What follows belongs to an exercise in optimizing a design on an open flow for small area, a short achievable clock period and few clock cycles per item; a production flow would make more cautious choices.
Only simulation tests tie the RTL to the original design; equivalence was not proved.

==> flow/design.v <==
module dither_stream (
    input  wire        clk,
    input  wire        rst,
    input  wire        start,
    input  wire        mode,
    input  wire [6:0]  width,
    input  wire [15:0] height,
    output reg         busy,
    input  wire        in_valid,
    output wire        in_ready,
    input  wire [7:0]  in_r,
    input  wire [7:0]  in_g,
    input  wire [7:0]  in_b,
    input  wire [7:0]  in_a,
    output reg         out_valid,
    input  wire        out_ready,
    output wire [7:0]  out_r,
    output wire [7:0]  out_g,
    output wire [7:0]  out_b,
    output wire [7:0]  out_a
);
    integer i;
    reg        mode_r;
    reg [6:0]  w_r;
    reg        w_is1, w_is2, w_is3, w_is4, w_ge3;
    reg        sg28, sg16, sg8, sg4, sg2, sg1;    
    wire [6:0] wm1 = w_r - 7'd1;
    wire [6:0] wm2 = w_r - 7'd2;
    wire [6:0] dl  = (w_r >= 7'd5) ? w_r - 7'd5 : 7'd0;
    wire       dl28 = (dl >= 7'd28);
    wire [6:0] dlr = dl28 ? dl - 7'd28 : dl;
    wire       slow = (w_r < 7'd4);
    always @(posedge clk) begin
        if (!busy) begin
            mode_r <= mode;
            w_r    <= width;
        end
        w_is1 <= (w_r == 7'd1);
        w_is2 <= (w_r == 7'd2);
        w_is3 <= (w_r == 7'd3);
        w_is4 <= (w_r == 7'd4);
        w_ge3 <= (w_r >= 7'd3);
        sg28  <= dl28;
        sg16  <= dlr[4];
        sg8   <= dlr[3];
        sg4   <= dlr[2];
        sg2   <= dlr[1];
        sg1   <= dlr[0];
    end
    reg        in_ready_r;
    reg        in_done;
    reg        ir_v;        
    reg        r1_v;        
    reg        r2_v;        
    reg [2:0]  na;          
    reg [2:0]  nq;          
    assign in_ready = in_ready_r;
    wire take  = in_valid && in_ready_r;
    wire pop   = out_valid && out_ready;
    wire start_ok = !busy && start;
    reg [6:0]  px;
    reg [15:0] rows;        
    reg [1:0]  rsat;        
    wire px_last  = (px == wm1);
    wire row_last = (rows == 16'd1);
    wire is_last   = px_last && row_last;
    wire is_penult = w_is1 ? (rows == 16'd2) : ((px == wm2) && row_last);
    wire take_last = ir_v ? is_penult : is_last;
    wire last_pop = pop && in_done && (na == 3'd1);
    wire busy_n   = start_ok ? 1'b1 : (busy && !last_pop);
    wire done_n   = start_ok ? 1'b0 : (in_done || (take && take_last));
    wire [2:0] na_n = na + {2'b0, take} - {2'b0, pop};
    wire throttle = slow && (take || ir_v);
    always @(posedge clk) begin
        if (rst) begin
            busy       <= 1'b0;
            in_ready_r <= 1'b0;
            in_done    <= 1'b0;
            ir_v       <= 1'b0;
            r1_v       <= 1'b0;
            r2_v       <= 1'b0;
            na         <= 3'd0;
        end else begin
            busy       <= busy_n;
            in_done    <= done_n;
            in_ready_r <= busy_n && !done_n && (na_n <= 3'd4) && !(throttle && !start_ok);
            ir_v       <= take;
            r1_v       <= ir_v;
            r2_v       <= r1_v;
            na         <= na_n;
        end
    end
    always @(posedge clk) begin
        if (!busy) begin
            px   <= 7'd0;
            rows <= height;
            rsat <= 2'd0;
        end else if (ir_v) begin
            if (px_last) begin
                px   <= 7'd0;
                rows <= rows - 16'd1;
                if (!rsat[1]) rsat <= rsat + 2'd1;
            end else begin
                px <= px + 7'd1;
            end
        end
    end
    reg [7:0] ir_r, ir_g, ir_b;
    always @(posedge clk) begin
        ir_r <= in_r;
        ir_g <= in_g;
        ir_b <= in_b;
    end
    reg       hq;
    reg [7:0] hg;
    reg [7:0] h2, h3;
    wire [7:0] h1c = mode_r ? hg + {7'd0, hq} : {{2{hg[5]}}, hg[5:0]};
    wire [7:0] pos0 = (r1_v && r2_v) ? h1c : (r1_v || r2_v) ? h2 : h3;
    reg [7:0] r0a, r1a, r2a;
    reg [5:0] r0b, r1b, r3a, r4a;
    function [10:0] enc;
        input       fs;
        input [7:0] a;
        input [5:0] b;
        reg a16, b16;
        begin
            a16 = (a[5:0] == 6'b010000);
            b16 = (b == 6'b010000);
            if (fs)
                enc = {3'b000, a};
            else if (!a16 && !b16)
                enc = {1'b0, a[4:0], b[4:0]};
            else if (a16)
                enc = {2'b10, 3'b000, b};
            else
                enc = {2'b11, 4'b0000, a[4:0]};
        end
    endfunction
    wire [5:0]  bpush = w_is4 ? r3a : (w_is3 ? r2a[5:0] : r4a);
    wire [10:0] head = enc(mode_r, pos0, bpush);
    reg [10:0] s28 [0:27];
    reg [10:0] s16 [0:15];
    reg [10:0] s8  [0:7];
    reg [10:0] s4  [0:3];
    reg [10:0] s2  [0:1];
    reg [10:0] s1;
    wire [10:0] y28 = sg28 ? s28[27] : head;
    wire [10:0] y16 = sg16 ? s16[15] : y28;
    wire [10:0] y8  = sg8  ? s8[7]   : y16;
    wire [10:0] y4  = sg4  ? s4[3]   : y8;
    wire [10:0] y2  = sg2  ? s2[1]   : y4;
    wire [10:0] lo  = sg1  ? s1      : y2;
    always @(posedge clk) begin
        if (ir_v) begin
            s28[0] <= head;
            for (i = 1; i < 28; i = i + 1) s28[i] <= s28[i-1];
            s16[0] <= y28;
            for (i = 1; i < 16; i = i + 1) s16[i] <= s16[i-1];
            s8[0] <= y16;
            for (i = 1; i < 8; i = i + 1) s8[i] <= s8[i-1];
            s4[0] <= y8;
            for (i = 1; i < 4; i = i + 1) s4[i] <= s4[i-1];
            s2[0] <= y4;
            s2[1] <= s2[0];
            s1 <= y2;
        end
    end
    wire [5:0] lo_a6 = lo[10] ? (lo[9] ? {lo[4], lo[4:0]} : 6'b010000)
                              : {lo[9], lo[9:5]};
    wire [5:0] lo_b6 = lo[10] ? (lo[9] ? 6'b010000 : lo[5:0])
                              : {lo[4], lo[4:0]};
    wire [7:0] lo_a  = mode_r ? lo[7:0] : {{2{lo_a6[5]}}, lo_a6};
    always @(posedge clk) begin
        if (ir_v) begin
            r0a <= lo_a;
            r0b <= lo_b6;
            r1a <= r0a;
            r1b <= r0b;
            r2a <= r1a;
            r3a <= r2a[5:0];
            r4a <= r3a;
        end
    end
    wire has_up  = (rsat != 2'd0);
    wire has_up2 = rsat[1];
    wire has_l1  = (px != 7'd0);
    wire has_l2  = (px[6:1] != 6'd0);
    wire has_r1  = !px_last;
    wire [7:0] c_upr = w_is4 ? pos0 : (w_is3 ? h2 : r0a);
    wire [7:0] c_up  = w_is4 ? r0a  : (w_is3 ? pos0 : (w_is2 ? h2 : r1a));
    wire [7:0] c_upl = w_is4 ? r1a  : (w_is3 ? r0a  : (w_is2 ? pos0 : r2a));
    wire [5:0] c_up2 = w_is4 ? r0b  : (w_is3 ? r2a[5:0] : (w_is2 ? r0a[5:0]
                     : (w_is1 ? h2[5:0] : r1b)));
    wire m_upl = has_up && has_l1;
    wire m_up  = has_up && !w_is1;
    wire m_upr = has_up && has_r1 && w_ge3;
    function signed [8:0] val;
        input       fs;
        input [7:0] c;
        begin
            if (fs) val = {c[7] & (c[6:0] != 7'd0), c};
            else    val = {c[7], c};
        end
    endfunction
    wire signed [8:0] e_upl = val(mode_r, c_upl);
    wire signed [8:0] e_up  = val(mode_r, c_up);
    wire signed [8:0] e_upr = val(mode_r, c_upr);
    wire signed [10:0] p5 = (e_up <<< 2) + e_up;
    wire signed [10:0] p3 = (e_upr <<< 1) + e_upr;
    wire [6:0] a1 = (m_upl ? c_upl[6:0] : 7'd0) + (has_up2 ? {c_up2[5], c_up2} : 7'd0);
    wire [6:0] a2 = (m_up  ? c_up[6:0]  : 7'd0);
    wire [6:0] a3 = (m_upr ? c_upr[6:0] : 7'd0);
    wire [6:0] q1 = mode_r ? (m_upl ? {{2{e_upl[8]}}, e_upl[8:4]} : 7'd0) : a1;
    wire [6:0] q2 = mode_r ? (m_up  ? p5[10:4] : 7'd0) : a2;
    wire [6:0] q3 = mode_r ? (m_upr ? p3[10:4] : 7'd0) : a3;
    wire k1 = mode_r && m_upl && (e_upl[3:0] != 4'd0);
    wire k2 = mode_r && m_up  && (e_up[3:0]  != 4'd0);
    wire k3 = mode_r && m_upr && (e_upr[3:0] != 4'd0);
    function [7:0] pchain;
        input [7:0] c;
        input [6:0] q1, q2, q3;
        input       k1, k2, k3;
        reg [9:0] s1, s2, s3;
        reg       i1, i2, i3, z1, z2;
        begin
            s1 = {2'b00, c} + {{3{q1[6]}}, q1};
            i1 = s1[9] & k1;
            z1 = i1 & (s1[7:0] == 8'hff);
            s2 = {2'b00, s1[7:0]} + {{3{q2[6]}}, q2} + {9'd0, i1};
            i2 = (z1 ? q2[6] : s2[9]) & k2;
            z2 = i2 & (s2[7:0] == 8'hff);
            s3 = {2'b00, s2[7:0]} + {{3{q3[6]}}, q3} + {9'd0, i2};
            i3 = (z2 ? q3[6] : s3[9]) & k3;
            pchain = s3[7:0] + {7'd0, i3};
        end
    endfunction
    wire [7:0] pv_r = pchain(ir_r, q1, q2, q3, k1, k2, k3);
    wire [7:0] pv_g = pchain(ir_g, q1, q2, q3, k1, k2, k3);
    wire [7:0] pv_b = pchain(ir_b, q1, q2, q3, k1, k2, k3);
    wire f_l  = has_l1;
    wire f_u1 = !has_l1 && has_up && w_is1;
    wire f_u2 = !has_l1 && has_up && w_is2;
    wire f_on = f_l || f_u1 || f_u2;
    reg [7:0] v1_r, v1_g, v1_b;
    reg [7:0] fc1;
    always @(posedge clk) begin
        v1_r <= pv_r;
        v1_g <= pv_g;
        v1_b <= pv_b;
        fc1  <= {mode_r && f_u2,                  
                 mode_r && f_u1,                  
                 mode_r && f_l,                   
                 !mode_r && f_on,                 
                 !mode_r && has_l2,               
                 mode_r && (f_u1 || f_u2),        
                 mode_r && f_on,                  
                 1'b0};
    end
    wire a0s_t1 = v1_r[6] ^ ~v1_r[4];
    wire a0s_t2 = v1_r[6] & ~v1_r[4];
    wire a0s_t3 = v1_r[7] ^ ~v1_r[5];
    wire a0s_t4 = v1_r[7] & ~v1_r[5];
    wire a0s_t5 = ~v1_r[6] ^ ~v1_r[4] ^ v1_r[2];
    wire a0s_t6 = (~v1_r[6] & ~v1_r[4]) | (~v1_r[6] & v1_r[2]) | (~v1_r[4] & v1_r[2]);
    wire a0s_t7 = ~v1_g[7] ^ ~v1_g[5];
    wire a0s_t8 = ~v1_g[7] & ~v1_g[5];
    wire a0s_t9 = ~v1_r[7] ^ ~v1_r[5] ^ v1_r[3];
    wire a0s_t10 = (~v1_r[7] & ~v1_r[5]) | (~v1_r[7] & v1_r[3]) | (~v1_r[5] & v1_r[3]);
    wire a0s_t11 = v1_r[0] ^ ~v1_g[6] ^ v1_g[4];
    wire a0s_t12 = (v1_r[0] & ~v1_g[6]) | (v1_r[0] & v1_g[4]) | (~v1_g[6] & v1_g[4]);
    wire a0s_t13 = ~v1_r[6] ^ v1_r[4] ^ v1_r[1];
    wire a0s_t14 = (~v1_r[6] & v1_r[4]) | (~v1_r[6] & v1_r[1]) | (v1_r[4] & v1_r[1]);
    wire a0s_t15 = ~v1_g[7] ^ v1_g[5];
    wire a0s_t16 = ~v1_g[7] & v1_g[5];
    wire a0s_t17 = ~v1_r[7] ^ v1_r[5] ^ v1_r[2];
    wire a0s_t18 = (~v1_r[7] & v1_r[5]) | (~v1_r[7] & v1_r[2]) | (v1_r[5] & v1_r[2]);
    wire a0s_t19 = v1_r[6] ^ v1_r[3] ^ ~v1_r[0];
    wire a0s_t20 = (v1_r[6] & v1_r[3]) | (v1_r[6] & ~v1_r[0]) | (v1_r[3] & ~v1_r[0]);
    wire a0s_t21 = v1_r[7] ^ v1_r[4] ^ ~v1_r[1];
    wire a0s_t22 = (v1_r[7] & v1_r[4]) | (v1_r[7] & ~v1_r[1]) | (v1_r[4] & ~v1_r[1]);
    wire a0s_t23 = v1_g[5] ^ ~v1_g[2];
    wire a0s_t24 = v1_g[5] & ~v1_g[2];
    wire a0s_t25 = v1_r[5] ^ ~v1_r[2] ^ v1_r[0];
    wire a0s_t26 = (v1_r[5] & ~v1_r[2]) | (v1_r[5] & v1_r[0]) | (~v1_r[2] & v1_r[0]);
    wire a0s_t27 = v1_g[6] ^ ~v1_g[3];
    wire a0s_t28 = v1_g[6] & ~v1_g[3];
    wire a0s_t29 = v1_r[6] ^ ~v1_r[3] ^ v1_r[1];
    wire a0s_t30 = (v1_r[6] & ~v1_r[3]) | (v1_r[6] & v1_r[1]) | (~v1_r[3] & v1_r[1]);
    wire a0s_t31 = v1_g[7] ^ ~v1_g[4] ^ ~v1_g[2];
    wire a0s_t32 = (v1_g[7] & ~v1_g[4]) | (v1_g[7] & ~v1_g[2]) | (~v1_g[4] & ~v1_g[2]);
    wire a0s_t33 = v1_g[0] ^ v1_b[7];
    wire a0s_t34 = v1_g[0] & v1_b[7];
    wire a0s_t35 = v1_r[7] ^ ~v1_r[4] ^ v1_r[2];
    wire a0s_t36 = (v1_r[7] & ~v1_r[4]) | (v1_r[7] & v1_r[2]) | (~v1_r[4] & v1_r[2]);
    wire a0s_t37 = v1_r[0] ^ ~v1_g[5] ^ ~v1_g[3];
    wire a0s_t38 = (v1_r[0] & ~v1_g[5]) | (v1_r[0] & ~v1_g[3]) | (~v1_g[5] & ~v1_g[3]);
    wire a0s_t39 = v1_g[1] ^ v1_b[6];
    wire a0s_t40 = v1_g[1] & v1_b[6];
    wire a0s_t41 = ~v1_r[5] ^ v1_r[3] ^ v1_r[1];
    wire a0s_t42 = (~v1_r[5] & v1_r[3]) | (~v1_r[5] & v1_r[1]) | (v1_r[3] & v1_r[1]);
    wire a0s_t43 = ~v1_g[6] ^ ~v1_g[4] ^ v1_g[2];
    wire a0s_t44 = (~v1_g[6] & ~v1_g[4]) | (~v1_g[6] & v1_g[2]) | (~v1_g[4] & v1_g[2]);
    wire a0s_t45 = ~v1_r[6] ^ v1_r[4] ^ v1_r[2];
    wire a0s_t46 = (~v1_r[6] & v1_r[4]) | (~v1_r[6] & v1_r[2]) | (v1_r[4] & v1_r[2]);
    wire a0s_t47 = ~v1_r[7] ^ v1_r[5];
    wire a0s_t48 = ~v1_r[7] & v1_r[5];
    wire a0s_t49 = v1_r[5] ^ ~v1_r[3] ^ ~v1_r[1];
    wire a0s_t50 = (v1_r[5] & ~v1_r[3]) | (v1_r[5] & ~v1_r[1]) | (~v1_r[3] & ~v1_r[1]);
    wire a0s_t51 = ~v1_r[2] ^ v1_r[0] ^ ~v1_g[5];
    wire a0s_t52 = (~v1_r[2] & v1_r[0]) | (~v1_r[2] & ~v1_g[5]) | (v1_r[0] & ~v1_g[5]);
    wire a0s_t53 = ~v1_g[3] ^ v1_g[1] ^ ~v1_b[4];
    wire a0s_t54 = (~v1_g[3] & v1_g[1]) | (~v1_g[3] & ~v1_b[4]) | (v1_g[1] & ~v1_b[4]);
    wire a0s_t55 = ~v1_r[3] ^ v1_r[1] ^ ~v1_g[6];
    wire a0s_t56 = (~v1_r[3] & v1_r[1]) | (~v1_r[3] & ~v1_g[6]) | (v1_r[1] & ~v1_g[6]);
    wire a0s_t57 = ~v1_g[4] ^ v1_g[2] ^ ~v1_b[5];
    wire a0s_t58 = (~v1_g[4] & v1_g[2]) | (~v1_g[4] & ~v1_b[5]) | (v1_g[2] & ~v1_b[5]);
    wire a0s_t59 = ~v1_b[1] ^ a0s_t3;
    wire a0s_t60 = ~v1_b[1] & a0s_t3;
    wire a0s_t61 = v1_g[3] ^ v1_g[0] ^ ~v1_b[6];
    wire a0s_t62 = (v1_g[3] & v1_g[0]) | (v1_g[3] & ~v1_b[6]) | (v1_g[0] & ~v1_b[6]);
    wire a0s_t63 = ~v1_b[2] ^ v1_b[0] ^ 1'b1;
    wire a0s_t64 = (~v1_b[2] & v1_b[0]) | (~v1_b[2] & 1'b1) | (v1_b[0] & 1'b1);
    wire a0s_t65 = a0s_t5 ^ a0s_t7 ^ a0s_t4;
    wire a0s_t66 = (a0s_t5 & a0s_t7) | (a0s_t5 & a0s_t4) | (a0s_t7 & a0s_t4);
    wire a0s_t67 = v1_g[1] ^ ~v1_b[7] ^ ~v1_b[3];
    wire a0s_t68 = (v1_g[1] & ~v1_b[7]) | (v1_g[1] & ~v1_b[3]) | (~v1_b[7] & ~v1_b[3]);
    wire a0s_t69 = v1_b[1] ^ 1'b1 ^ a0s_t9;
    wire a0s_t70 = (v1_b[1] & 1'b1) | (v1_b[1] & a0s_t9) | (1'b1 & a0s_t9);
    wire a0s_t71 = a0s_t11 ^ a0s_t6 ^ a0s_t8;
    wire a0s_t72 = (a0s_t11 & a0s_t6) | (a0s_t11 & a0s_t8) | (a0s_t6 & a0s_t8);
    wire a0s_t73 = v1_g[2] ^ ~v1_b[4] ^ v1_b[2];
    wire a0s_t74 = (v1_g[2] & ~v1_b[4]) | (v1_g[2] & v1_b[2]) | (~v1_b[4] & v1_b[2]);
    wire a0s_t75 = v1_b[0] ^ 1'b1 ^ a0s_t13;
    wire a0s_t76 = (v1_b[0] & 1'b1) | (v1_b[0] & a0s_t13) | (1'b1 & a0s_t13);
    wire a0s_t77 = a0s_t15 ^ a0s_t10 ^ a0s_t12;
    wire a0s_t78 = (a0s_t15 & a0s_t10) | (a0s_t15 & a0s_t12) | (a0s_t10 & a0s_t12);
    wire a0s_t79 = v1_g[6] ^ v1_g[3] ^ ~v1_g[0];
    wire a0s_t80 = (v1_g[6] & v1_g[3]) | (v1_g[6] & ~v1_g[0]) | (v1_g[3] & ~v1_g[0]);
    wire a0s_t81 = ~v1_b[5] ^ v1_b[3] ^ v1_b[1];
    wire a0s_t82 = (~v1_b[5] & v1_b[3]) | (~v1_b[5] & v1_b[1]) | (v1_b[3] & v1_b[1]);
    wire a0s_t83 = a0s_t17 ^ a0s_t14 ^ a0s_t16;
    wire a0s_t84 = (a0s_t17 & a0s_t14) | (a0s_t17 & a0s_t16) | (a0s_t14 & a0s_t16);
    wire a0s_t85 = v1_g[7] ^ v1_g[4] ^ ~v1_g[1];
    wire a0s_t86 = (v1_g[7] & v1_g[4]) | (v1_g[7] & ~v1_g[1]) | (v1_g[4] & ~v1_g[1]);
    wire a0s_t87 = ~v1_b[6] ^ v1_b[4] ^ v1_b[2];
    wire a0s_t88 = (~v1_b[6] & v1_b[4]) | (~v1_b[6] & v1_b[2]) | (v1_b[4] & v1_b[2]);
    wire a0s_t89 = ~v1_b[0] ^ a0s_t19 ^ a0s_t18;
    wire a0s_t90 = (~v1_b[0] & a0s_t19) | (~v1_b[0] & a0s_t18) | (a0s_t19 & a0s_t18);
    wire a0s_t91 = ~v1_g[0] ^ ~v1_b[7] ^ v1_b[5];
    wire a0s_t92 = (~v1_g[0] & ~v1_b[7]) | (~v1_g[0] & v1_b[5]) | (~v1_b[7] & v1_b[5]);
    wire a0s_t93 = v1_b[3] ^ ~v1_b[1] ^ 1'b1;
    wire a0s_t94 = (v1_b[3] & ~v1_b[1]) | (v1_b[3] & 1'b1) | (~v1_b[1] & 1'b1);
    wire a0s_t95 = a0s_t21 ^ a0s_t23 ^ a0s_t20;
    wire a0s_t96 = (a0s_t21 & a0s_t23) | (a0s_t21 & a0s_t20) | (a0s_t23 & a0s_t20);
    wire a0s_t97 = ~v1_g[1] ^ v1_b[6] ^ v1_b[4];
    wire a0s_t98 = (~v1_g[1] & v1_b[6]) | (~v1_g[1] & v1_b[4]) | (v1_b[6] & v1_b[4]);
    wire a0s_t99 = ~v1_b[2] ^ 1'b1 ^ a0s_t25;
    wire a0s_t100 = (~v1_b[2] & 1'b1) | (~v1_b[2] & a0s_t25) | (1'b1 & a0s_t25);
    wire a0s_t101 = a0s_t27 ^ a0s_t22 ^ a0s_t24;
    wire a0s_t102 = (a0s_t27 & a0s_t22) | (a0s_t27 & a0s_t24) | (a0s_t22 & a0s_t24);
    wire a0s_t103 = v1_b[5] ^ ~v1_b[3] ^ v1_b[0];
    wire a0s_t104 = (v1_b[5] & ~v1_b[3]) | (v1_b[5] & v1_b[0]) | (~v1_b[3] & v1_b[0]);
    wire a0s_t105 = 1'b1 ^ a0s_t29 ^ a0s_t31;
    wire a0s_t106 = (1'b1 & a0s_t29) | (1'b1 & a0s_t31) | (a0s_t29 & a0s_t31);
    wire a0s_t107 = a0s_t33 ^ a0s_t26 ^ a0s_t28;
    wire a0s_t108 = (a0s_t33 & a0s_t26) | (a0s_t33 & a0s_t28) | (a0s_t26 & a0s_t28);
    wire a0s_t109 = ~v1_b[4] ^ v1_b[1] ^ 1'b1;
    wire a0s_t110 = (~v1_b[4] & v1_b[1]) | (~v1_b[4] & 1'b1) | (v1_b[1] & 1'b1);
    wire a0s_t111 = a0s_t35 ^ a0s_t37 ^ a0s_t39;
    wire a0s_t112 = (a0s_t35 & a0s_t37) | (a0s_t35 & a0s_t39) | (a0s_t37 & a0s_t39);
    wire a0s_t113 = a0s_t30 ^ a0s_t32 ^ a0s_t34;
    wire a0s_t114 = (a0s_t30 & a0s_t32) | (a0s_t30 & a0s_t34) | (a0s_t32 & a0s_t34);
    wire a0s_t115 = v1_g[0] ^ v1_b[7] ^ ~v1_b[5];
    wire a0s_t116 = (v1_g[0] & v1_b[7]) | (v1_g[0] & ~v1_b[5]) | (v1_b[7] & ~v1_b[5]);
    wire a0s_t117 = v1_b[2] ^ a0s_t41 ^ a0s_t43;
    wire a0s_t118 = (v1_b[2] & a0s_t41) | (v1_b[2] & a0s_t43) | (a0s_t41 & a0s_t43);
    wire a0s_t119 = a0s_t36 ^ a0s_t38 ^ a0s_t40;
    wire a0s_t120 = (a0s_t36 & a0s_t38) | (a0s_t36 & a0s_t40) | (a0s_t38 & a0s_t40);
    wire a0s_t121 = ~v1_g[7] ^ ~v1_g[5] ^ v1_g[3];
    wire a0s_t122 = (~v1_g[7] & ~v1_g[5]) | (~v1_g[7] & v1_g[3]) | (~v1_g[5] & v1_g[3]);
    wire a0s_t123 = v1_g[1] ^ ~v1_b[6] ^ v1_b[3];
    wire a0s_t124 = (v1_g[1] & ~v1_b[6]) | (v1_g[1] & v1_b[3]) | (~v1_b[6] & v1_b[3]);
    wire a0s_t125 = a0s_t45 ^ a0s_t42 ^ a0s_t44;
    wire a0s_t126 = (a0s_t45 & a0s_t42) | (a0s_t45 & a0s_t44) | (a0s_t42 & a0s_t44);
    wire a0s_t127 = v1_r[3] ^ ~v1_g[6] ^ v1_g[4];
    wire a0s_t128 = (v1_r[3] & ~v1_g[6]) | (v1_r[3] & v1_g[4]) | (~v1_g[6] & v1_g[4]);
    wire a0s_t129 = v1_g[2] ^ ~v1_b[7] ^ v1_b[4];
    wire a0s_t130 = (v1_g[2] & ~v1_b[7]) | (v1_g[2] & v1_b[4]) | (~v1_b[7] & v1_b[4]);
    wire a0s_t131 = 1'b1 ^ a0s_t47 ^ a0s_t46;
    wire a0s_t132 = (1'b1 & a0s_t47) | (1'b1 & a0s_t46) | (a0s_t47 & a0s_t46);
    wire a0s_t133 = v1_r[6] ^ v1_r[4] ^ ~v1_g[7];
    wire a0s_t134 = (v1_r[6] & v1_r[4]) | (v1_r[6] & ~v1_g[7]) | (v1_r[4] & ~v1_g[7]);
    wire a0s_t135 = v1_g[5] ^ v1_g[3] ^ v1_b[5];
    wire a0s_t136 = (v1_g[5] & v1_g[3]) | (v1_g[5] & v1_b[5]) | (v1_g[3] & v1_b[5]);
    wire a0s_t137 = 1'b1 ^ a0s_t48;
    wire a0s_t138 = 1'b1 & a0s_t48;
    wire a0s_t139 = v1_r[7] ^ v1_r[5] ^ v1_g[6];
    wire a0s_t140 = (v1_r[7] & v1_r[5]) | (v1_r[7] & v1_g[6]) | (v1_r[5] & v1_g[6]);
    wire a0s_t141 = v1_g[4] ^ v1_b[6];
    wire a0s_t142 = v1_g[4] & v1_b[6];
    wire a0s_t143 = v1_r[2] ^ ~v1_r[0];
    wire a0s_t144 = v1_r[2] & ~v1_r[0];
    wire a0s_t145 = v1_r[3] ^ ~v1_r[1] ^ ~v1_g[2];
    wire a0s_t146 = (v1_r[3] & ~v1_r[1]) | (v1_r[3] & ~v1_g[2]) | (~v1_r[1] & ~v1_g[2]);
    wire a0s_t147 = v1_r[4] ^ ~v1_r[2] ^ ~v1_r[0];
    wire a0s_t148 = (v1_r[4] & ~v1_r[2]) | (v1_r[4] & ~v1_r[0]) | (~v1_r[2] & ~v1_r[0]);
    wire a0s_t149 = ~v1_g[3] ^ ~v1_g[1];
    wire a0s_t150 = ~v1_g[3] & ~v1_g[1];
    wire a0s_t151 = ~v1_g[4] ^ ~v1_g[2] ^ v1_g[0];
    wire a0s_t152 = (~v1_g[4] & ~v1_g[2]) | (~v1_g[4] & v1_g[0]) | (~v1_g[2] & v1_g[0]);
    wire a0s_t153 = ~v1_b[3] ^ 1'b1 ^ a0s_t49;
    wire a0s_t154 = (~v1_b[3] & 1'b1) | (~v1_b[3] & a0s_t49) | (1'b1 & a0s_t49);
    wire a0s_t155 = ~v1_b[0] ^ 1'b1 ^ a0s_t1;
    wire a0s_t156 = (~v1_b[0] & 1'b1) | (~v1_b[0] & a0s_t1) | (1'b1 & a0s_t1);
    wire a0s_t157 = a0s_t51 ^ a0s_t53 ^ a0s_t50;
    wire a0s_t158 = (a0s_t51 & a0s_t53) | (a0s_t51 & a0s_t50) | (a0s_t53 & a0s_t50);
    wire a0s_t159 = a0s_t2 ^ a0s_t55 ^ a0s_t57;
    wire a0s_t160 = (a0s_t2 & a0s_t55) | (a0s_t2 & a0s_t57) | (a0s_t55 & a0s_t57);
    wire a0s_t161 = a0s_t59 ^ a0s_t52 ^ a0s_t54;
    wire a0s_t162 = (a0s_t59 & a0s_t52) | (a0s_t59 & a0s_t54) | (a0s_t52 & a0s_t54);
    wire a0s_t163 = a0s_t61 ^ a0s_t63 ^ a0s_t65;
    wire a0s_t164 = (a0s_t61 & a0s_t63) | (a0s_t61 & a0s_t65) | (a0s_t63 & a0s_t65);
    wire a0s_t165 = a0s_t56 ^ a0s_t58 ^ a0s_t60;
    wire a0s_t166 = (a0s_t56 & a0s_t58) | (a0s_t56 & a0s_t60) | (a0s_t58 & a0s_t60);
    wire a0s_t167 = a0s_t67 ^ a0s_t69 ^ a0s_t71;
    wire a0s_t168 = (a0s_t67 & a0s_t69) | (a0s_t67 & a0s_t71) | (a0s_t69 & a0s_t71);
    wire a0s_t169 = a0s_t62 ^ a0s_t64 ^ a0s_t66;
    wire a0s_t170 = (a0s_t62 & a0s_t64) | (a0s_t62 & a0s_t66) | (a0s_t64 & a0s_t66);
    wire a0s_t171 = a0s_t73 ^ a0s_t75 ^ a0s_t77;
    wire a0s_t172 = (a0s_t73 & a0s_t75) | (a0s_t73 & a0s_t77) | (a0s_t75 & a0s_t77);
    wire a0s_t173 = a0s_t68 ^ a0s_t70 ^ a0s_t72;
    wire a0s_t174 = (a0s_t68 & a0s_t70) | (a0s_t68 & a0s_t72) | (a0s_t70 & a0s_t72);
    wire a0s_t175 = a0s_t79 ^ a0s_t81 ^ a0s_t83;
    wire a0s_t176 = (a0s_t79 & a0s_t81) | (a0s_t79 & a0s_t83) | (a0s_t81 & a0s_t83);
    wire a0s_t177 = a0s_t74 ^ a0s_t76 ^ a0s_t78;
    wire a0s_t178 = (a0s_t74 & a0s_t76) | (a0s_t74 & a0s_t78) | (a0s_t76 & a0s_t78);
    wire a0s_t179 = a0s_t85 ^ a0s_t87 ^ a0s_t89;
    wire a0s_t180 = (a0s_t85 & a0s_t87) | (a0s_t85 & a0s_t89) | (a0s_t87 & a0s_t89);
    wire a0s_t181 = a0s_t80 ^ a0s_t82 ^ a0s_t84;
    wire a0s_t182 = (a0s_t80 & a0s_t82) | (a0s_t80 & a0s_t84) | (a0s_t82 & a0s_t84);
    wire a0s_t183 = a0s_t91 ^ a0s_t93 ^ a0s_t95;
    wire a0s_t184 = (a0s_t91 & a0s_t93) | (a0s_t91 & a0s_t95) | (a0s_t93 & a0s_t95);
    wire a0s_t185 = a0s_t86 ^ a0s_t88 ^ a0s_t90;
    wire a0s_t186 = (a0s_t86 & a0s_t88) | (a0s_t86 & a0s_t90) | (a0s_t88 & a0s_t90);
    wire a0s_t187 = a0s_t97 ^ a0s_t99 ^ a0s_t101;
    wire a0s_t188 = (a0s_t97 & a0s_t99) | (a0s_t97 & a0s_t101) | (a0s_t99 & a0s_t101);
    wire a0s_t189 = a0s_t92 ^ a0s_t94 ^ a0s_t96;
    wire a0s_t190 = (a0s_t92 & a0s_t94) | (a0s_t92 & a0s_t96) | (a0s_t94 & a0s_t96);
    wire a0s_t191 = a0s_t103 ^ a0s_t105 ^ a0s_t107;
    wire a0s_t192 = (a0s_t103 & a0s_t105) | (a0s_t103 & a0s_t107) | (a0s_t105 & a0s_t107);
    wire a0s_t193 = a0s_t98 ^ a0s_t100 ^ a0s_t102;
    wire a0s_t194 = (a0s_t98 & a0s_t100) | (a0s_t98 & a0s_t102) | (a0s_t100 & a0s_t102);
    wire a0s_t195 = a0s_t109 ^ a0s_t111 ^ a0s_t113;
    wire a0s_t196 = (a0s_t109 & a0s_t111) | (a0s_t109 & a0s_t113) | (a0s_t111 & a0s_t113);
    wire a0s_t197 = a0s_t104 ^ a0s_t106 ^ a0s_t108;
    wire a0s_t198 = (a0s_t104 & a0s_t106) | (a0s_t104 & a0s_t108) | (a0s_t106 & a0s_t108);
    wire a0s_t199 = a0s_t115 ^ a0s_t117 ^ a0s_t119;
    wire a0s_t200 = (a0s_t115 & a0s_t117) | (a0s_t115 & a0s_t119) | (a0s_t117 & a0s_t119);
    wire a0s_t201 = a0s_t110 ^ a0s_t112 ^ a0s_t114;
    wire a0s_t202 = (a0s_t110 & a0s_t112) | (a0s_t110 & a0s_t114) | (a0s_t112 & a0s_t114);
    wire a0s_t203 = a0s_t121 ^ a0s_t123 ^ a0s_t125;
    wire a0s_t204 = (a0s_t121 & a0s_t123) | (a0s_t121 & a0s_t125) | (a0s_t123 & a0s_t125);
    wire a0s_t205 = a0s_t116 ^ a0s_t118 ^ a0s_t120;
    wire a0s_t206 = (a0s_t116 & a0s_t118) | (a0s_t116 & a0s_t120) | (a0s_t118 & a0s_t120);
    wire a0s_t207 = a0s_t127 ^ a0s_t129 ^ a0s_t131;
    wire a0s_t208 = (a0s_t127 & a0s_t129) | (a0s_t127 & a0s_t131) | (a0s_t129 & a0s_t131);
    wire a0s_t209 = a0s_t122 ^ a0s_t124 ^ a0s_t126;
    wire a0s_t210 = (a0s_t122 & a0s_t124) | (a0s_t122 & a0s_t126) | (a0s_t124 & a0s_t126);
    wire a0s_t211 = a0s_t133 ^ a0s_t135 ^ a0s_t137;
    wire a0s_t212 = (a0s_t133 & a0s_t135) | (a0s_t133 & a0s_t137) | (a0s_t135 & a0s_t137);
    wire a0s_t213 = a0s_t128 ^ a0s_t130 ^ a0s_t132;
    wire a0s_t214 = (a0s_t128 & a0s_t130) | (a0s_t128 & a0s_t132) | (a0s_t130 & a0s_t132);
    wire a0s_t215 = 1'b1 ^ a0s_t139 ^ a0s_t141;
    wire a0s_t216 = (1'b1 & a0s_t139) | (1'b1 & a0s_t141) | (a0s_t139 & a0s_t141);
    wire a0s_t217 = a0s_t134 ^ a0s_t136 ^ a0s_t138;
    wire a0s_t218 = (a0s_t134 & a0s_t136) | (a0s_t134 & a0s_t138) | (a0s_t136 & a0s_t138);
    wire a0s_t219 = v1_r[6] ^ v1_g[7] ^ v1_g[5];
    wire a0s_t220 = (v1_r[6] & v1_g[7]) | (v1_r[6] & v1_g[5]) | (v1_g[7] & v1_g[5]);
    wire a0s_t221 = v1_b[7] ^ a0s_t140 ^ a0s_t142;
    wire a0s_t222 = (v1_b[7] & a0s_t140) | (v1_b[7] & a0s_t142) | (a0s_t140 & a0s_t142);
    wire a0s_t223 = v1_r[7] ^ v1_g[6];
    wire a0s_t224 = v1_r[7] & v1_g[6];
    wire a0s_t225 = ~v1_g[1] ^ ~v1_b[0];
    wire a0s_t226 = ~v1_g[1] & ~v1_b[0];
    wire a0s_t227 = ~v1_g[0] ^ ~v1_b[1] ^ a0s_t145;
    wire a0s_t228 = (~v1_g[0] & ~v1_b[1]) | (~v1_g[0] & a0s_t145) | (~v1_b[1] & a0s_t145);
    wire a0s_t229 = ~v1_b[2] ^ a0s_t147 ^ a0s_t149;
    wire a0s_t230 = (~v1_b[2] & a0s_t147) | (~v1_b[2] & a0s_t149) | (a0s_t147 & a0s_t149);
    wire a0s_t231 = a0s_t151 ^ a0s_t153 ^ a0s_t148;
    wire a0s_t232 = (a0s_t151 & a0s_t153) | (a0s_t151 & a0s_t148) | (a0s_t153 & a0s_t148);
    wire a0s_t233 = a0s_t155 ^ a0s_t157 ^ a0s_t152;
    wire a0s_t234 = (a0s_t155 & a0s_t157) | (a0s_t155 & a0s_t152) | (a0s_t157 & a0s_t152);
    wire a0s_t235 = a0s_t159 ^ a0s_t161 ^ a0s_t156;
    wire a0s_t236 = (a0s_t159 & a0s_t161) | (a0s_t159 & a0s_t156) | (a0s_t161 & a0s_t156);
    wire a0s_t237 = a0s_t163 ^ a0s_t165 ^ a0s_t160;
    wire a0s_t238 = (a0s_t163 & a0s_t165) | (a0s_t163 & a0s_t160) | (a0s_t165 & a0s_t160);
    wire a0s_t239 = a0s_t167 ^ a0s_t169 ^ a0s_t164;
    wire a0s_t240 = (a0s_t167 & a0s_t169) | (a0s_t167 & a0s_t164) | (a0s_t169 & a0s_t164);
    wire a0s_t241 = a0s_t171 ^ a0s_t173 ^ a0s_t168;
    wire a0s_t242 = (a0s_t171 & a0s_t173) | (a0s_t171 & a0s_t168) | (a0s_t173 & a0s_t168);
    wire a0s_t243 = a0s_t175 ^ a0s_t177 ^ a0s_t172;
    wire a0s_t244 = (a0s_t175 & a0s_t177) | (a0s_t175 & a0s_t172) | (a0s_t177 & a0s_t172);
    wire a0s_t245 = a0s_t179 ^ a0s_t181 ^ a0s_t176;
    wire a0s_t246 = (a0s_t179 & a0s_t181) | (a0s_t179 & a0s_t176) | (a0s_t181 & a0s_t176);
    wire a0s_t247 = a0s_t183 ^ a0s_t185 ^ a0s_t180;
    wire a0s_t248 = (a0s_t183 & a0s_t185) | (a0s_t183 & a0s_t180) | (a0s_t185 & a0s_t180);
    wire a0s_t249 = a0s_t187 ^ a0s_t189 ^ a0s_t184;
    wire a0s_t250 = (a0s_t187 & a0s_t189) | (a0s_t187 & a0s_t184) | (a0s_t189 & a0s_t184);
    wire a0s_t251 = a0s_t191 ^ a0s_t193 ^ a0s_t188;
    wire a0s_t252 = (a0s_t191 & a0s_t193) | (a0s_t191 & a0s_t188) | (a0s_t193 & a0s_t188);
    wire a0s_t253 = a0s_t195 ^ a0s_t197 ^ a0s_t192;
    wire a0s_t254 = (a0s_t195 & a0s_t197) | (a0s_t195 & a0s_t192) | (a0s_t197 & a0s_t192);
    wire a0s_t255 = a0s_t199 ^ a0s_t201 ^ a0s_t196;
    wire a0s_t256 = (a0s_t199 & a0s_t201) | (a0s_t199 & a0s_t196) | (a0s_t201 & a0s_t196);
    wire a0s_t257 = a0s_t203 ^ a0s_t205 ^ a0s_t200;
    wire a0s_t258 = (a0s_t203 & a0s_t205) | (a0s_t203 & a0s_t200) | (a0s_t205 & a0s_t200);
    wire a0s_t259 = a0s_t207 ^ a0s_t209 ^ a0s_t204;
    wire a0s_t260 = (a0s_t207 & a0s_t209) | (a0s_t207 & a0s_t204) | (a0s_t209 & a0s_t204);
    wire a0s_t261 = a0s_t211 ^ a0s_t213 ^ a0s_t208;
    wire a0s_t262 = (a0s_t211 & a0s_t213) | (a0s_t211 & a0s_t208) | (a0s_t213 & a0s_t208);
    wire a0s_t263 = a0s_t215 ^ a0s_t217 ^ a0s_t212;
    wire a0s_t264 = (a0s_t215 & a0s_t217) | (a0s_t215 & a0s_t212) | (a0s_t217 & a0s_t212);
    wire a0s_t265 = a0s_t219 ^ a0s_t221 ^ a0s_t216;
    wire a0s_t266 = (a0s_t219 & a0s_t221) | (a0s_t219 & a0s_t216) | (a0s_t221 & a0s_t216);
    wire a0s_t267 = 1'b1 ^ a0s_t223 ^ a0s_t220;
    wire a0s_t268 = (1'b1 & a0s_t223) | (1'b1 & a0s_t220) | (a0s_t223 & a0s_t220);
    wire a0s_t269 = v1_g[7] ^ 1'b1;
    wire a0s_t270 = v1_g[7] & 1'b1;
    wire a0s_t271 = 1'b1 ^ a0s_t143;
    wire a0s_t272 = 1'b1 & a0s_t143;
    wire a0s_t273 = a0s_t144 ^ a0s_t227 ^ a0s_t226;
    wire a0s_t274 = (a0s_t144 & a0s_t227) | (a0s_t144 & a0s_t226) | (a0s_t227 & a0s_t226);
    wire a0s_t275 = a0s_t146 ^ a0s_t229 ^ a0s_t228;
    wire a0s_t276 = (a0s_t146 & a0s_t229) | (a0s_t146 & a0s_t228) | (a0s_t229 & a0s_t228);
    wire a0s_t277 = a0s_t150 ^ a0s_t231 ^ a0s_t230;
    wire a0s_t278 = (a0s_t150 & a0s_t231) | (a0s_t150 & a0s_t230) | (a0s_t231 & a0s_t230);
    wire a0s_t279 = a0s_t154 ^ a0s_t233 ^ a0s_t232;
    wire a0s_t280 = (a0s_t154 & a0s_t233) | (a0s_t154 & a0s_t232) | (a0s_t233 & a0s_t232);
    wire a0s_t281 = a0s_t158 ^ a0s_t235 ^ a0s_t234;
    wire a0s_t282 = (a0s_t158 & a0s_t235) | (a0s_t158 & a0s_t234) | (a0s_t235 & a0s_t234);
    wire a0s_t283 = a0s_t162 ^ a0s_t237 ^ a0s_t236;
    wire a0s_t284 = (a0s_t162 & a0s_t237) | (a0s_t162 & a0s_t236) | (a0s_t237 & a0s_t236);
    wire a0s_t285 = a0s_t166 ^ a0s_t239 ^ a0s_t238;
    wire a0s_t286 = (a0s_t166 & a0s_t239) | (a0s_t166 & a0s_t238) | (a0s_t239 & a0s_t238);
    wire a0s_t287 = a0s_t170 ^ a0s_t241 ^ a0s_t240;
    wire a0s_t288 = (a0s_t170 & a0s_t241) | (a0s_t170 & a0s_t240) | (a0s_t241 & a0s_t240);
    wire a0s_t289 = a0s_t174 ^ a0s_t243 ^ a0s_t242;
    wire a0s_t290 = (a0s_t174 & a0s_t243) | (a0s_t174 & a0s_t242) | (a0s_t243 & a0s_t242);
    wire a0s_t291 = a0s_t178 ^ a0s_t245 ^ a0s_t244;
    wire a0s_t292 = (a0s_t178 & a0s_t245) | (a0s_t178 & a0s_t244) | (a0s_t245 & a0s_t244);
    wire a0s_t293 = a0s_t182 ^ a0s_t247 ^ a0s_t246;
    wire a0s_t294 = (a0s_t182 & a0s_t247) | (a0s_t182 & a0s_t246) | (a0s_t247 & a0s_t246);
    wire a0s_t295 = a0s_t186 ^ a0s_t249 ^ a0s_t248;
    wire a0s_t296 = (a0s_t186 & a0s_t249) | (a0s_t186 & a0s_t248) | (a0s_t249 & a0s_t248);
    wire a0s_t297 = a0s_t190 ^ a0s_t251 ^ a0s_t250;
    wire a0s_t298 = (a0s_t190 & a0s_t251) | (a0s_t190 & a0s_t250) | (a0s_t251 & a0s_t250);
    wire a0s_t299 = a0s_t194 ^ a0s_t253 ^ a0s_t252;
    wire a0s_t300 = (a0s_t194 & a0s_t253) | (a0s_t194 & a0s_t252) | (a0s_t253 & a0s_t252);
    wire a0s_t301 = a0s_t198 ^ a0s_t255 ^ a0s_t254;
    wire a0s_t302 = (a0s_t198 & a0s_t255) | (a0s_t198 & a0s_t254) | (a0s_t255 & a0s_t254);
    wire a0s_t303 = a0s_t202 ^ a0s_t257 ^ a0s_t256;
    wire a0s_t304 = (a0s_t202 & a0s_t257) | (a0s_t202 & a0s_t256) | (a0s_t257 & a0s_t256);
    wire a0s_t305 = a0s_t206 ^ a0s_t259 ^ a0s_t258;
    wire a0s_t306 = (a0s_t206 & a0s_t259) | (a0s_t206 & a0s_t258) | (a0s_t259 & a0s_t258);
    wire a0s_t307 = a0s_t210 ^ a0s_t261 ^ a0s_t260;
    wire a0s_t308 = (a0s_t210 & a0s_t261) | (a0s_t210 & a0s_t260) | (a0s_t261 & a0s_t260);
    wire a0s_t309 = a0s_t214 ^ a0s_t263 ^ a0s_t262;
    wire a0s_t310 = (a0s_t214 & a0s_t263) | (a0s_t214 & a0s_t262) | (a0s_t263 & a0s_t262);
    wire a0s_t311 = a0s_t218 ^ a0s_t265 ^ a0s_t264;
    wire a0s_t312 = (a0s_t218 & a0s_t265) | (a0s_t218 & a0s_t264) | (a0s_t265 & a0s_t264);
    wire a0s_t313 = a0s_t222 ^ a0s_t267 ^ a0s_t266;
    wire a0s_t314 = (a0s_t222 & a0s_t267) | (a0s_t222 & a0s_t266) | (a0s_t267 & a0s_t266);
    wire a0s_t315 = a0s_t224 ^ a0s_t269 ^ a0s_t268;
    wire a0s_t316 = (a0s_t224 & a0s_t269) | (a0s_t224 & a0s_t268) | (a0s_t269 & a0s_t268);
    wire a0s_t317 = 1'b1 ^ a0s_t270;
    wire a0s_t318 = 1'b1 & a0s_t270;
    wire [25:0] a0s_a = {a0s_t317, a0s_t315, a0s_t313, a0s_t311, a0s_t309, a0s_t307, a0s_t305, a0s_t303, a0s_t301, a0s_t299, a0s_t297, a0s_t295, a0s_t293, a0s_t291, a0s_t289, a0s_t287, a0s_t285, a0s_t283, a0s_t281, a0s_t279, a0s_t277, a0s_t275, a0s_t273, a0s_t225, v1_r[1], v1_r[0]};
    wire [25:0] a0s_b = {a0s_t316, a0s_t314, a0s_t312, a0s_t310, a0s_t308, a0s_t306, a0s_t304, a0s_t302, a0s_t300, a0s_t298, a0s_t296, a0s_t294, a0s_t292, a0s_t290, a0s_t288, a0s_t286, a0s_t284, a0s_t282, a0s_t280, a0s_t278, a0s_t276, a0s_t274, a0s_t272, a0s_t271, ~v1_g[0], 1'b1};
    wire [25:0] a0s = a0s_a + a0s_b;
    reg [25:0] a0k;
    reg [7:0]  v2_r, v2_g, v2_b;
    reg [7:0]  fc2;
    always @(posedge clk) begin
        a0k  <= a0s;
        v2_r <= v1_r;
        v2_g <= v1_g;
        v2_b <= v1_b;
        fc2  <= fc1;
    end
    wire fx1 = fc2[7], fx2 = fc2[6], fx3 = fc2[5], fa1 = fc2[4], fa2 = fc2[3];
    wire fy  = fc2[2], fc = fc2[1];
    wire [11:0] g12 = {4'd0, hg};
    wire [11:0] ea1 = {{2{hg[5]}}, hg[5:0], 4'd0};
    wire [11:0] ea2 = {{2{h2[5]}}, h2[5:0], 4'd0};
    wire [11:0] kx = ({12{fx1}} & (g12 << 1)) | ({12{fx2}} & (g12 << 2))
                   | ({12{fx3}} & (g12 << 3)) | ({12{fa1}} & ea1);
    wire [11:0] ky = ({12{fy}} & g12) | ({12{fx3}} & ~g12) | ({12{fa2}} & ea2);
    wire [11:0] kz = ({12{fx1 & hq}} & 12'hd03)       
                   | ({12{fx2 & hq}} & 12'hb05)       
                   | ({12{fx3 & hq}} & 12'h908)       
                   | {11'd0, fx3 & !hq};
    wire [11:0] ks = kx ^ ky ^ kz;
    wire [11:0] kc = ((kx & ky) | (kx & kz) | (ky & kz)) << 1;
    wire [11:0] ke = ks + kc;
    wire [7:0]  d  = ke[11:4];
    wire        fcor = fc && (hq ? (hg[3:0] != 4'hf) : (hg[3:0] != 4'h0));
    function [25:0] adj;
        input [7:0]  v;
        input [7:0]  dd;
        input        fcr;
        input [25:0] a256n, a1, a257, a256;
        reg   [9:0]  u;
        reg          hi, ng, m1;
        begin
            u  = {2'b00, v} + {{2{dd[7]}}, dd};
            hi = !u[9] && u[8];
            ng = u[9];
            m1 = (u == 10'h3ff);
            adj = ({26{hi}} & a256n)
                | ({26{ng && m1 && fcr}} & a1)
                | ({26{ng && !m1 && fcr}} & a257)
                | ({26{ng && !fcr}} & a256);
        end
    endfunction
    wire [25:0] j_r = adj(v2_r, d, fcor, 26'h2cdd300, 26'h001322d, 26'h1335f2d, 26'h1322d00);
    wire [25:0] j_g = adj(v2_g, d, fcor, 26'h1a6ea00, 26'h0025916, 26'h25b6f16, 26'h2591600);
    wire [25:0] j_b = adj(v2_b, d, fcor, 26'h38b4400, 26'h00074bc, 26'h07530bc, 26'h074bc00);
    wire [25:0] t_d  = {d, 18'd0};
    wire [25:0] t_nd = ~{{18{d[7]}}, d};
    wire [25:0] fs1a = a0k ^ t_d ^ t_nd;
    wire [25:0] fc1a = ((a0k & t_d) | (a0k & t_nd) | (t_d & t_nd)) << 1;
    wire [25:0] fs1b = j_r ^ j_g ^ j_b;
    wire [25:0] fc1b = ((j_r & j_g) | (j_r & j_b) | (j_g & j_b)) << 1;
    wire [25:0] fs2  = fs1a ^ fc1a ^ fs1b;
    wire [25:0] fc2x  = ((fs1a & fc1a) | (fs1a & fs1b) | (fc1a & fs1b)) << 1;
    wire [25:0] fs3  = fs2 ^ fc2x ^ fc1b;
    wire [25:0] fc3  = ((fs2 & fc2x) | (fs2 & fc1b) | (fc2x & fc1b)) << 1;
    wire [25:0] lsum = fs3 + fc3;
    wire [7:0] gray = lsum[25:18];
    wire       q_hi = gray[7] && (gray[6:0] != 7'd0);
    wire [4:0] g5p = gray[7:3] + {4'd0, gray[2:0] == 3'd7};
    wire [5:0] e_atk = q_hi ? {g5p != 5'd0, g5p} : {1'b0, gray[7:3]};
    always @(posedge clk) begin
        if (r2_v) begin
            hq <= q_hi;
            hg <= mode_r ? gray : {2'b00, e_atk};
            h2 <= h1c;
            h3 <= h2;
        end
    end
    reg [7:0] qa [0:4];
    reg [4:0] qkn;           
    wire [2:0] nq_n = nq + {2'b0, r2_v} - {2'b0, pop};
    always @(posedge clk) begin
        for (i = 0; i < 5; i = i + 1) begin
            if (pop ? (na == i + 1) : (na == i))
                qa[i] <= in_a;
            else if (pop)
                qa[i] <= (i < 4) ? qa[(i + 1) % 5] : qa[i];
            if (r2_v && (pop ? (nq == i + 1) : (nq == i)))
                qkn[i] <= !q_hi;
            else if (pop)
                qkn[i] <= (i < 4) ? qkn[(i + 1) % 5] : qkn[i];
        end
    end
    always @(posedge clk) begin
        if (rst) begin
            nq        <= 3'd0;
            out_valid <= 1'b0;
        end else begin
            nq        <= nq_n;
            out_valid <= (nq_n != 3'd0);
        end
    end
    assign out_r = 8'd0;
    assign out_g = {8{qkn[0]}};
    assign out_b = {qkn[0], 2'b00, qkn[0], qkn[0], qkn[0], 2'b00};
    assign out_a = qa[0];
endmodule
==> flow/flow/run.sh <==
#!/bin/bash
# Layout flow: the standard synthesis and ORFS flow, with the timing
# repair steps (floorplan, CTS, global route) aiming for a setup slack of
# MARGIN ns instead of 0, so that they size and buffer the critical paths
# for a shorter period than the design's (the constraints are unchanged).
set -euo pipefail
W=$(pwd)
MARGIN=$(cat "$W/flow/margin.txt")
bash standard.sh synth > "$W/synth.log" 2>&1
make -C "$FLOW_HOME" DESIGN_CONFIG="$W/config.mk" WORK_HOME="$W/orfs" CLKGATE_MAP_FILE= \
    SYNTH_SCRIPT="$W/synth_recipe.tcl" SETUP_SLACK_MARGIN="$MARGIN" finish > "$W/layout.log" 2>&1
bash standard.sh finish > "$W/final_def.log" 2>&1
==> flow/flow/margin.txt <==
22
==> flow/standard.sh <==
#!/bin/bash
# synth_recipe.tcl (not shown) runs the flow's synth.tcl, then flattens the netlist and writes it again
# the make line also repeats each setting of config.mk as NAME=value (left out here)
make -C /OpenROAD-flow-scripts/flow DESIGN_CONFIG=/design/flow/config.mk WORK_HOME=/design/flow/orfs CLKGATE_MAP_FILE= SYNTH_SCRIPT=/design/flow/synth_recipe.tcl "${@:-finish}"
==> flow/config.mk <==
export PLATFORM = sky130hd
export DESIGN_NAME = dither_stream
export DESIGN_NICKNAME = dither_stream
export VERILOG_FILES = /design/flow/design.v
export SDC_FILE = /design/flow/constraint.sdc
export NUM_CORES = 4
export LEC_CHECK = 0
export CAP_MARGIN = 20
export CORE_MARGIN = 2
export CORE_UTILIZATION = 40
export SLEW_MARGIN = 20
==> flow/constraint.sdc <==
create_clock -name core_clock -period 32.0 [get_ports {clk}]
set_input_delay 6.4000 -clock core_clock [delete_from_list [all_inputs] [get_ports {clk}]]
set_output_delay 6.4000 -clock core_clock [all_outputs]
set_load 0.01 [all_outputs]
==> notes.md <==
status=no timing/DRC/antenna violations; CP most frequent cell=a21o_1; final WL=94,900 µm; CP arrival=10.07 ns; antenna violations before repair=2; Synth Register Bits=936; NumNets Final=4,250; vias in the first global route=26,400; Slew Limit Headroom=31.0%; Hold Startpoint=fc1[4]$_DFF_P_; Die ar.=0.119 mm²; first-pass GRT wire length=147,000 µm; # clock sinks=936; CORE AREA=0.116 mm²; WP data required=32.39 ns; port bufs=83; share of cells above drive strength 1=12.0%; min setup slack post-route=22.32 ns; most common cell in the netlist=edfxtp_1; wire length per cell=17.9 µm; root buffer cell=clkbuf_16; clk buf depth=3; final RePlAce weighted congestion=0.899; # rows=125; largest area contributor in the synthesized netlist=edfxtp_1; GRT Util Overall=15.6%; Clk Latency, worst-skew pair=0.68 ns; Yosys warnings=7; drt first pass iters=5; clk slew on worst S/H paths=0.07 ns; pin count of the biggest net entering global routing=87; CTS tree=yes; via count=26,600; Area contributors post-synth=edfxtp_1 51%, fa_1 9.4%, ha_1 7.3%, dfxtp_1 6.2%, inv_1 3.6%; Mean Syn Cell Area=13.3 µm²; # setup viols final=0; Final min period=9.68 ns; pre-CTS setup slack=20.66 ns; period utilisation layout=30.2%; synth unique cells=98; launch point of the worst reg-to-reg path=hg[0]$_DFFE_PP_; max-cap violation count=0; Post-synth EDFFs=791; clock skew=0.0574 ns; GR Overflow Total=0; post-route ant nets=0; critical path class=flip-flop to flip-flop; Worst Tran Pin Value=1.03 ns; CP endpoint kind=flip-flop; synthesized area=0.0467 mm²; startpoint types=flip-flop; CTS Hold Buffers Added=0; DR iter-0 viols=1,769; Initial Utilization=40.3%; max frequency=103 MHz; die width=346 µm; ys flop type=edfxtp_1; Yosys top cell area share=50.9%; worst hold path type=flip-flop to flip-flop; Fin Setup TNS=0 ns; Post-Syn Instances=3,521; Ports=96; Max FO, Critical Path=6; Die Span Y=346 µm; RSZ-0062 raised after global routing=yes; Via-to-Cell Ratio=5.02; Seq/Total Area, Yosys=57.1%; area grow syn2layout=15.3%; Synth top cells by count=791 x edfxtp_1, 447 x inv_1, 274 x ha_1; Hold Vio Cnt, Final=0; Antenna Cells=0; max-slew violations=0; total CTS buffers=92; hpwl dp=66,300 µm; Setup crit start=hg[0]$_DFFE_PP_; Post-synth ARST share=0%; fill cell count=10,200; htree depth=3; CP max-delay cell=or4b_4; remaining routing DRC violations=0; Worst path max stage delay=0.62 ns
[kinds of logic after synthesis]
group           share of synthesized area, %
flops                                   57.1
simple gates                            7.01
compound gates                          8.18
buf+inv                                 4.62
fa+ha+maj                               16.7
xor+xnor                                3.63
mux                                     2.71
other cells                          0.00804
[stage by stage]
| stage | util, % | hold WS, ns | cell area [µm²] | instances |
|---|---|---|---|---|
| floorplan | - | 0.310 | 46700 | 3532 |
| CTS | 45.7 | 0.328 | 52900 | 5268 |
| global placement | 42.4 | 0.312 | 49200 | 5070 |
| finish | 46.4 | 0.327 | 53800 | 5298 |
| detailed placement | 42.4 | 0.312 | 49200 | 5071 |
| global route | 46.4 | 0.343 | 53800 | 5298 |
[cell usage in the layout, fill, tap and decap left out, types with 83 or more instances in the layout]
master / instances
edfxtp_1: 791
nand2_1: 151
o21ai_0: 88
ha_1: 255
nor2_1: 191
clkbuf_16: 94
a21oi_1: 143
clkdlybuf4s50_1: 83
fa_1: 214
dfxtp_1: 142
xnor2_1: 119
inv_1: 442
[worst max-delay path: cells and delay by family (launching register included)]
kind            cells  cell delay [ns]
compound gates     16             3.46
xor+xnor            3             0.50
fa+ha+maj           7             2.91
buf+inv             8             0.92
flops               1             0.45
simple gates        6             1.20
[layer usage]
metal  vias to the layer above  track usage (%)  routed length (µm)
li1                      12800                -                   -
met1                     13100             22.1               44600
met4                         0             4.43                2380
met5                         -                0                   0
met3                       151             2.35                4320
met2                       593             24.9               43600
[cell type report]
type | instances | area (µm²) | share of cell area [%]
flip-flops and latches | 936 | 26700 | 49.6
multi-input cells | 2053 | 18800 | 35.0
clock buffers | 114 | 2470 | 4.58
well taps | 1524 | 1910 | 3.54
inverters | 452 | 1710 | 3.17
repair buffers | 161 | 1500 | 2.79
clock inverters | 58 | 746 | 1.39
[sequential cells by signal, summed over array words and instances (netlist names), 11 cells and up]
signal,cells
s1,11
s28,308
rows,16
s4,44
s8,88
a0k,26
s2,22
s16,176
qa,40
[repair_timing]
item                                    4_1_cts  5_1_grt
hold endpoints to repair                      0        0
buffers inserted                             25       28
gates resized for setup                      65      118
endpoints found under the setup margin       38       36
gates cloned                                  0        1
pin swaps                                    14       54
[path summary, 6_finish.rpt]
check                                 endpoint  slack, ns  cells after the start
worst min register to register  fc2[4]$_DFF_P_       0.33                      0
worst max register to register    hq$_DFFE_PP_      22.32                     40
worst max-delay path              hq$_DFFE_PP_      22.32                     40
worst min-delay path            fc2[4]$_DFF_P_       0.33                      0
Testbench counts, summed over its fixed seeds: cycles 32,928, pixels 32,768.

[static timing again, ports no longer ideal]
Ports are ideal in the flow. The routed layout listed here was re-timed in OpenROAD. Step 1 (the two cells are an assumption about what drives the block):
set clk [get_ports {clk}]
set_driving_cell -lib_cell sky130_fd_sc_hd__clkbuf_16 $clk
set_driving_cell -lib_cell sky130_fd_sc_hd__buf_2 [delete_from_list [all_inputs] $clk]
Step 2 moves the port delays by t, midway between the first and last clock arrival at a register: inputs arrive t later, outputs are due t later. That takes back most of the time a late clock gives input paths. Three values: ideal, step 1, step 2; two values: the first two.
t, ns: 0.717
setup WS [ns]: 22.325 / 22.325 / 22.325
hold WS [ns]: 0.327 / 0.327 / 0.327
worst register clock-pin slew, ns: 0.07 / 0.07
cell pins on the clock port's net: 1
After both steps this run still meets setup and hold. The setup slack of this run moves by 0.000 ns with the drivers and by 0.000 ns with both steps.
